This is an optimization exercise on Yosys and OpenROAD, whose aim is small area, not a production implementation.
Function was checked by simulation only, so behaviour that the tests miss may differ from the original.

== wip/harbor ==
==> flow/design.v <==
module dcpu16_core (
    input  wire         clk,
    input  wire         rst,         
    input  wire         start,       
    output wire         busy,        
    output reg          mem_req,
    output reg          mem_we,
    output wire [15:0]  mem_addr,
    output wire [15:0]  mem_wdata,
    input  wire         mem_ready,
    input  wire [15:0]  mem_rdata,
    output wire [127:0] regs,        
    output wire [15:0]  pc,
    output wire [15:0]  sp,
    output wire         o
);
    localparam [3:0] S_IDLE  = 4'd0,
                     S_FETCH = 4'd1,
                     S_RES   = 4'd2,
                     S_POP2  = 4'd3,
                     S_NW    = 4'd4,
                     S_RD    = 4'd5,
                     S_EXEC  = 4'd6,
                     S_LOOP  = 4'd7,    
                     S_POST  = 4'd9,    
                     S_DFIN  = 4'd10,   
                     S_WB    = 4'd12,
                     S_SKIP  = 4'd13,
                     S_END   = 4'd14,
                     S_PREP  = 4'd15;   
    reg [15:0] gpr [0:7];
    reg [15:0] pc_r;
    reg [15:0] sp_r;
    reg        o_r;
    reg [3:0]  st;
    reg [9:0]  ir;           
    reg        which;
    reg [3:0]  cnt;
    reg [15:0] X, Y, H, L;
    reg        sgn;
    wire [3:0] op   = ir[3:0];
    wire [5:0] ca   = ir[9:4];
    wire [5:0] cb   = Y[15:10];
    wire [5:0] code = which ? cb : ca;
    assign busy = (st != S_IDLE);
    assign regs = {gpr[7], gpr[6], gpr[5], gpr[4], gpr[3], gpr[2], gpr[1], gpr[0]};
    assign pc   = pc_r;
    assign sp   = sp_r;
    assign o    = o_r;
    assign mem_wdata = X;
    assign mem_addr  = L;
    reg p_pc, p_sp, p_gpr, p_x, p_hs;           
    reg q_y, q_rd, q_one, q_lit, q_o;           
    reg sub;                                    
    reg ld_v, ld_a;                             
    reg ld_x, ld_y, ld_h, ld_l, ld_pc, ld_sp, ld_gpr;
    reg shl_step;
    reg o_ld;  reg o_nx;
    reg [3:0]  st_nx;
    reg        which_nx;
    reg        cnt_clr, cnt_inc;
    reg [2:0]  gi;                              
    wire [15:0] gval = gpr[gi];
    wire [15:0] P = ({16{p_pc}}  & pc_r)
                  | ({16{p_sp}}  & sp_r)
                  | ({16{p_gpr}} & gval)
                  | ({16{p_x}}   & X)
                  | ({16{p_hs}}  & {H[14:0], hs_lsb});
    wire [15:0] Q = ({16{q_y}}   & Y)
                  | ({16{q_rd}}  & mem_rdata)
                  | {15'd0, q_one}
                  | ({16{q_lit}} & {11'd0, code[4:0]})
                  | {15'd0, q_o & o_r};
    wire [15:0] Qx = Q ^ {16{sub}};
    reg  [15:0] res, co;
    reg         ci;
    integer b;
    always @(*) begin
        for (b = 0; b < 16; b = b + 1) begin
            ci = (b == 0) ? sub : co[b-1];
            res[b] = P[b] ^ Qx[b] ^ ci;
            co[b]  = (P[b] & Qx[b]) | (P[b] & ci) | (Qx[b] & ci);
        end
    end
    wire        cout = co[15];
    wire zero = (res == 16'd0);
    wire big   = (Y[15:4] != 12'd0);
    wire is_dm = (op == 4'd5) | (op == 4'd6);
    wire is_lg = (op == 4'd9) | (op == 4'd10) | (op == 4'd11) | (op == 4'd15);
    wire yb    = Y[~cnt];
    wire bitop = (op == 4'd10) ? (X[15] | yb) :
                 (op == 4'd11) ? (X[15] ^ yb) : (X[15] & yb);
    wire hs_lsb = X[15] & (op != 4'd4);
    wire sh_en = (op == 4'd7) ? (big | (cnt < Y[3:0])) :
                 (op == 4'd8) ? (!big & (cnt >= Y[3:0])) : 1'b1;
    wire nsgn  = H[15] ^ cout ^ sub;
    wire qbit  = is_dm ? ~nsgn : (is_lg & bitop);
    wire c_reg  = (code[5:3] == 3'd0);
    wire c_ind  = (code[5:3] == 3'd1);
    wire c_idx  = (code[5:3] == 3'd2);
    wire c_lit  = code[5];
    wire d_mem  = (ca[5:3] == 3'd1) || (ca[5:3] == 3'd2) || (ca == 6'd24) ||
                  (ca == 6'd25) || (ca == 6'd26) || (ca == 6'd30);
    always @(*) begin
        p_pc = 0; p_sp = 0; p_gpr = 0; p_x = 0; p_hs = 0;
        q_y = 0; q_rd = 0; q_one = 0; q_lit = 0; q_o = 0;
        sub = 0;
        ld_v = 0; ld_a = 0;
        ld_x = 0; ld_y = 0; ld_h = 0; ld_l = 0; ld_pc = 0; ld_sp = 0; ld_gpr = 0;
        shl_step = 0;
        o_ld = 0; o_nx = 0;
        st_nx = st;
        which_nx = which;
        cnt_clr = 0; cnt_inc = 0;
        gi = code[2:0];
        mem_req = 0; mem_we = 0;
        case (st)
            S_IDLE: begin
                ld_h = 1;             
                cnt_clr = 1;
                if (start) st_nx = S_FETCH;
            end
            S_FETCH: begin
                mem_req = 1;
                q_rd = 1; ld_y = 1;   
                which_nx = 1'b0;
                if (mem_ready) st_nx = S_RES;
            end
            S_RES: begin
                if (c_lit) begin
                    q_lit = 1; ld_v = 1;
                end else if (c_reg) begin
                    p_gpr = 1; ld_v = 1;
                end else if (c_ind) begin
                    p_gpr = 1; ld_a = 1; st_nx = S_RD;
                end else if (c_idx || code == 6'd30 || code == 6'd31) begin
                    p_pc = 1; q_one = 1; ld_pc = 1; ld_l = 1; st_nx = S_NW;
                end else begin
                    case (code[2:0])
                        3'd0: begin p_sp = 1; ld_a = 1; st_nx = S_POP2; end        
                        3'd1: begin p_sp = 1; ld_a = 1; st_nx = S_RD; end          
                        3'd2: begin p_sp = 1; q_one = 1; sub = 1; ld_a = 1;        
                                    ld_sp = 1; st_nx = S_RD; end
                        3'd3: begin p_sp = 1; ld_v = 1; end                        
                        3'd4: begin p_pc = 1; ld_v = 1; end                        
                        default: begin q_o = 1; ld_v = 1; end                      
                    endcase
                end
            end
            S_POP2: begin
                p_sp = 1; q_one = 1; ld_sp = 1; st_nx = S_RD;
            end
            S_NW: begin
                mem_req = 1;
                q_rd = 1;
                if (code == 6'd31) begin
                    ld_v = mem_ready;
                end else begin
                    p_gpr = !code[3];      
                    ld_a = mem_ready;
                    if (mem_ready) st_nx = S_RD;
                end
            end
            S_RD: begin
                mem_req = 1;
                q_rd = 1;
                ld_v = mem_ready;
            end
            S_EXEC: begin
                p_x = 1; q_y = 1;
                case (op)
                    4'd0: st_nx = S_END;
                    4'd1: begin p_x = 0; ld_x = 1; st_nx = S_WB; end
                    4'd2: begin ld_x = 1; o_ld = 1; o_nx = cout; st_nx = S_WB; end
                    4'd3: begin sub = 1; ld_x = 1; o_ld = 1; o_nx = !cout; st_nx = S_WB; end
                    4'd4, 4'd5, 4'd6, 4'd7, 4'd8,
                    4'd9, 4'd10, 4'd11, 4'd15: st_nx = S_LOOP;
                    4'd12: begin sub = 1; st_nx = zero ? S_END : S_SKIP; end
                    4'd13: begin sub = 1; st_nx = zero ? S_SKIP : S_END; end
                    default: begin sub = 1; st_nx = (zero || !cout) ? S_SKIP : S_END; end   
                endcase
            end
            S_LOOP: begin
                p_hs = 1;
                q_y = is_dm | (op == 4'd4 & X[15]);
                sub = is_dm & ~sgn;
                cnt_inc = 1;
                shl_step = sh_en;
                if (cnt == 4'd15) begin
                    st_nx = S_POST;
                    if (op == 4'd4 || op == 4'd6 || op == 4'd8) ld_x = 1;
                    if (op == 4'd8) p_hs = !big;
                end
            end
            S_POST: begin
                case (op)
                    4'd4, 4'd7: begin o_ld = 1; o_nx = sgn; st_nx = S_WB; end
                    4'd8: begin o_ld = 1; o_nx = 1'b0; st_nx = S_WB; end
                    4'd5: st_nx = S_DFIN;
                    4'd6: begin p_x = 1; q_y = sgn; ld_x = 1; st_nx = S_DFIN; end   
                    4'd15: begin p_x = 1; st_nx = zero ? S_SKIP : S_END; end   
                    default: st_nx = S_WB;     
                endcase
            end
            S_DFIN: begin
                q_y = 1;
                if (zero) ld_x = 1;
                o_ld = 1; o_nx = (op == 4'd5) & zero;
                st_nx = S_WB;
            end
            S_WB: begin
                p_x = 1;
                st_nx = S_END;
                if (c_reg) ld_gpr = 1;
                else if (ca == 6'd27) ld_sp = 1;
                else if (ca == 6'd28) begin q_one = 1; ld_pc = 1; ld_l = 1; st_nx = S_IDLE; end
                else if (ca == 6'd29) begin o_ld = 1; o_nx = !zero; end
                else if (d_mem) begin
                    mem_req = 1; mem_we = 1;
                    st_nx = mem_ready ? S_END : S_WB;
                end
            end
            S_SKIP: begin
                p_pc = 1; q_one = 1; ld_pc = 1; st_nx = S_END;
            end
            S_END: begin
                p_pc = 1; q_one = 1; ld_pc = 1; ld_l = 1; st_nx = S_IDLE;
            end
            S_PREP: begin
                if (!which) begin p_x = 1; ld_l = 1; which_nx = 1'b1; end
                else begin
                    mem_req = 1; q_rd = 1; ld_x = mem_ready;
                    if (mem_ready) begin which_nx = 1'b0; st_nx = S_EXEC; end
                end
            end
            default: st_nx = S_IDLE;
        endcase
        if (ld_v) begin
            if (which) begin ld_y = 1; which_nx = 1'b0; st_nx = d_mem ? S_PREP : S_EXEC; end
            else begin ld_x = 1; which_nx = 1'b1; st_nx = S_RES; end
        end
        if (ld_a) begin
            ld_l = 1;
            if (!which) ld_x = 1;
        end
        if (!which && st_nx == S_RD && st != S_PREP) begin
            which_nx = 1'b1; st_nx = S_RES;
        end
    end
    wire [15:0] wdat = res & {16{~rst}};
    integer k;
    always @(posedge clk) begin
        for (k = 0; k < 8; k = k + 1)
            if (rst || (ld_gpr && gi == k[2:0])) gpr[k] <= wdat;
        if (rst || ld_pc) pc_r <= wdat;
        if (rst || ld_sp) sp_r <= wdat;
        if (rst || o_ld)  o_r  <= o_nx & ~rst;
        if (rst || ld_l)  L    <= wdat;    
    end
    always @(posedge clk) begin
        if (rst) st <= S_IDLE;
        else     st <= st_nx;
        which <= which_nx;
        if (cnt_clr) cnt <= 4'd0;
        else if (cnt_inc) cnt <= cnt + 4'd1;
        if (st == S_FETCH) ir <= mem_rdata[9:0];
        if (ld_x) X <= res;
        else if (shl_step) X <= {X[14:0], qbit};
        if (ld_y) Y <= res;
        if (ld_h) H <= res;
        else if (shl_step) H <= res;
        if (st == S_IDLE) sgn <= 1'b0;
        else if (shl_step) sgn <= (op == 4'd4) ? (sgn | H[15] | cout) :
                                  (op == 4'd7) ? (sgn | X[15]) : nsgn;
    end
endmodule
clock: 33.0 ns
lec_check: 0
abc_area: 1
cap_margin: 20
core_margin: 2
core_utilization: 40
place_density: 0.6
slew_margin: 20
standard.sh (not shown) runs the stock make flow with config.mk's settings and CLKGATE_MAP_FILE= SYNTH_SCRIPT=/design/flow/synth_recipe.tcl, a recipe that flattens the netlist after the stock synthesis.
==> flow/flow/run.sh <==
#!/bin/bash
# Own flow: the standard layout (standard.sh) with three changes.
#  1. Synthesis is the standard one, except that ABC maps the logic with an
#     area-oriented script (flow/abc_area.script in place of ORFS's own).
#     ABC does not touch registers: their names and cells are unchanged.
#  2. Port buffers are buf_1 cells (every port still gets its own buffer).
#  3. Clock tree: clkbuf_16 leaf buffers for sink clusters of up to 25,
#     smaller tree and root buffers, no dummy loads.
# Each step's full output goes to a log file in the work folder.
set -euo pipefail
W=$PWD
rm -rf "$W/scripts_abc"
cp -r "$FLOW_HOME/scripts" "$W/scripts_abc"
cp "$W/flow/abc_area.script" "$W/scripts_abc/abc_area.script"
bash standard.sh SCRIPTS_DIR="$W/scripts_abc" synth > "$W/flow_synth.log" 2>&1
bash standard.sh \
  "BUFFER_PORTS_ARGS=-buffer_cell sky130_fd_sc_hd__buf_1" \
  "CTS_ARGS=-sink_clustering_enable -repair_clock_nets -dont_use_dummy_load -buf_list sky130_fd_sc_hd__clkbuf_16 -sink_clustering_size 25 -sink_clustering_max_diameter 100 -tree_buf sky130_fd_sc_hd__clkbuf_2 -root_buf sky130_fd_sc_hd__clkbuf_4" \
  finish > "$W/flow_finish.log" 2>&1
==> flow/flow/abc_area.script <==
strash
&get -n; &fraig -x; &put
dc2; dc2
&get -n; &dch -f; &nf -R 1000 -p -F 10 -A 10; &put
wip/harbor has completed all stages; timing, DRC and antenna checks passed.
The following lists how wip/xenon was set up differently from wip/harbor:
--- a/flow/design.v
+++ b/flow/design.v
@@ -84,15 +84,14 @@
     end
     wire        cout = co[15];
     wire zero = (res == 16'd0);
     wire big   = (Y[15:4] != 12'd0);
     wire is_dm = (op == 4'd5) | (op == 4'd6);
     wire is_lg = (op == 4'd9) | (op == 4'd10) | (op == 4'd11) | (op == 4'd15);
-    wire yb    = Y[~cnt];
-    wire bitop = (op == 4'd10) ? (X[15] | yb) :
-                 (op == 4'd11) ? (X[15] ^ yb) : (X[15] & yb);
+    wire bitop = (op == 4'd10) ? (X[15] | H[15]) :
+                 (op == 4'd11) ? (X[15] ^ H[15]) : (X[15] & H[15]);
     wire hs_lsb = X[15] & (op != 4'd4);
     wire sh_en = (op == 4'd7) ? (big | (cnt < Y[3:0])) :
                  (op == 4'd8) ? (!big & (cnt >= Y[3:0])) : 1'b1;
     wire nsgn  = H[15] ^ cout ^ sub;
     wire qbit  = is_dm ? ~nsgn : (is_lg & bitop);
     wire c_reg  = (code[5:3] == 3'd0);
@@ -170,14 +169,14 @@
                 p_x = 1; q_y = 1;
                 case (op)
                     4'd0: st_nx = S_END;
                     4'd1: begin p_x = 0; ld_x = 1; st_nx = S_WB; end
                     4'd2: begin ld_x = 1; o_ld = 1; o_nx = cout; st_nx = S_WB; end
                     4'd3: begin sub = 1; ld_x = 1; o_ld = 1; o_nx = !cout; st_nx = S_WB; end
-                    4'd4, 4'd5, 4'd6, 4'd7, 4'd8,
-                    4'd9, 4'd10, 4'd11, 4'd15: st_nx = S_LOOP;
+                    4'd4, 4'd5, 4'd6, 4'd7, 4'd8: st_nx = S_LOOP;
+                    4'd9, 4'd10, 4'd11, 4'd15: begin p_x = 0; ld_h = 1; st_nx = S_LOOP; end   
                     4'd12: begin sub = 1; st_nx = zero ? S_END : S_SKIP; end
                     4'd13: begin sub = 1; st_nx = zero ? S_SKIP : S_END; end
                     default: begin sub = 1; st_nx = (zero || !cout) ? S_SKIP : S_END; end   
                 endcase
             end
             S_LOOP: begin
==> comparison <==
- wip/xenon has completed all stages; timing, DRC and antenna checks passed.
- wip/xenon -> wip/harbor: number of H-tree levels delta 0, exact match
- Of wip/harbor and wip/xenon, wip/xenon shows the lower routed via count, with wip/harbor above it.
- wip/xenon does better than wip/harbor on minimum hold slack.
- Looking at wip/harbor and wip/xenon, the post-route clock period utilization is a wash.
- Compared with wip/harbor, wip/xenon shows area of the die that has gone down slightly.
- Looking at wip/harbor and wip/xenon, the routed wire length is a wash.
- Reported for wip/harbor and wip/xenon, total clock buffers created by CTS turned out identical to the last digit.

static timing again, ports no longer ideal:
The results above use ideal ports. As a check the final layouts listed here were re-extracted and re-timed, cells and wires unchanged. Step 1: set_driving_cell puts a clkbuf_16 on clk and a buf_2 on each other input, an assumption about the parent block. Step 2, shift: input delay + t, output delay - t, t = (earliest + latest rising clock arrival at the registers) / 2. This alone moves slack from input paths to output paths. Three values: ideal, step 1, step 2; two values: the first two.
| run | t, ns | setup WS [ns] | worst setup path at the end | clock arrival spread, ns | pins driven straight from the clock port |
|---|---|---|---|---|---|
| wip/harbor | 0.680 | 17.612 / 17.629 / 16.948 | input to register | 0.148 / 0.149 | 1 |
| wip/xenon | 0.691 | 17.619 / 17.637 / 16.946 | input to register | 0.145 / 0.144 | 1 |
After both steps every run listed still meets setup and hold. The setup slack of wip/xenon, which loses most, moves by +0.018 ns with the drivers and by -0.673 ns with both steps.
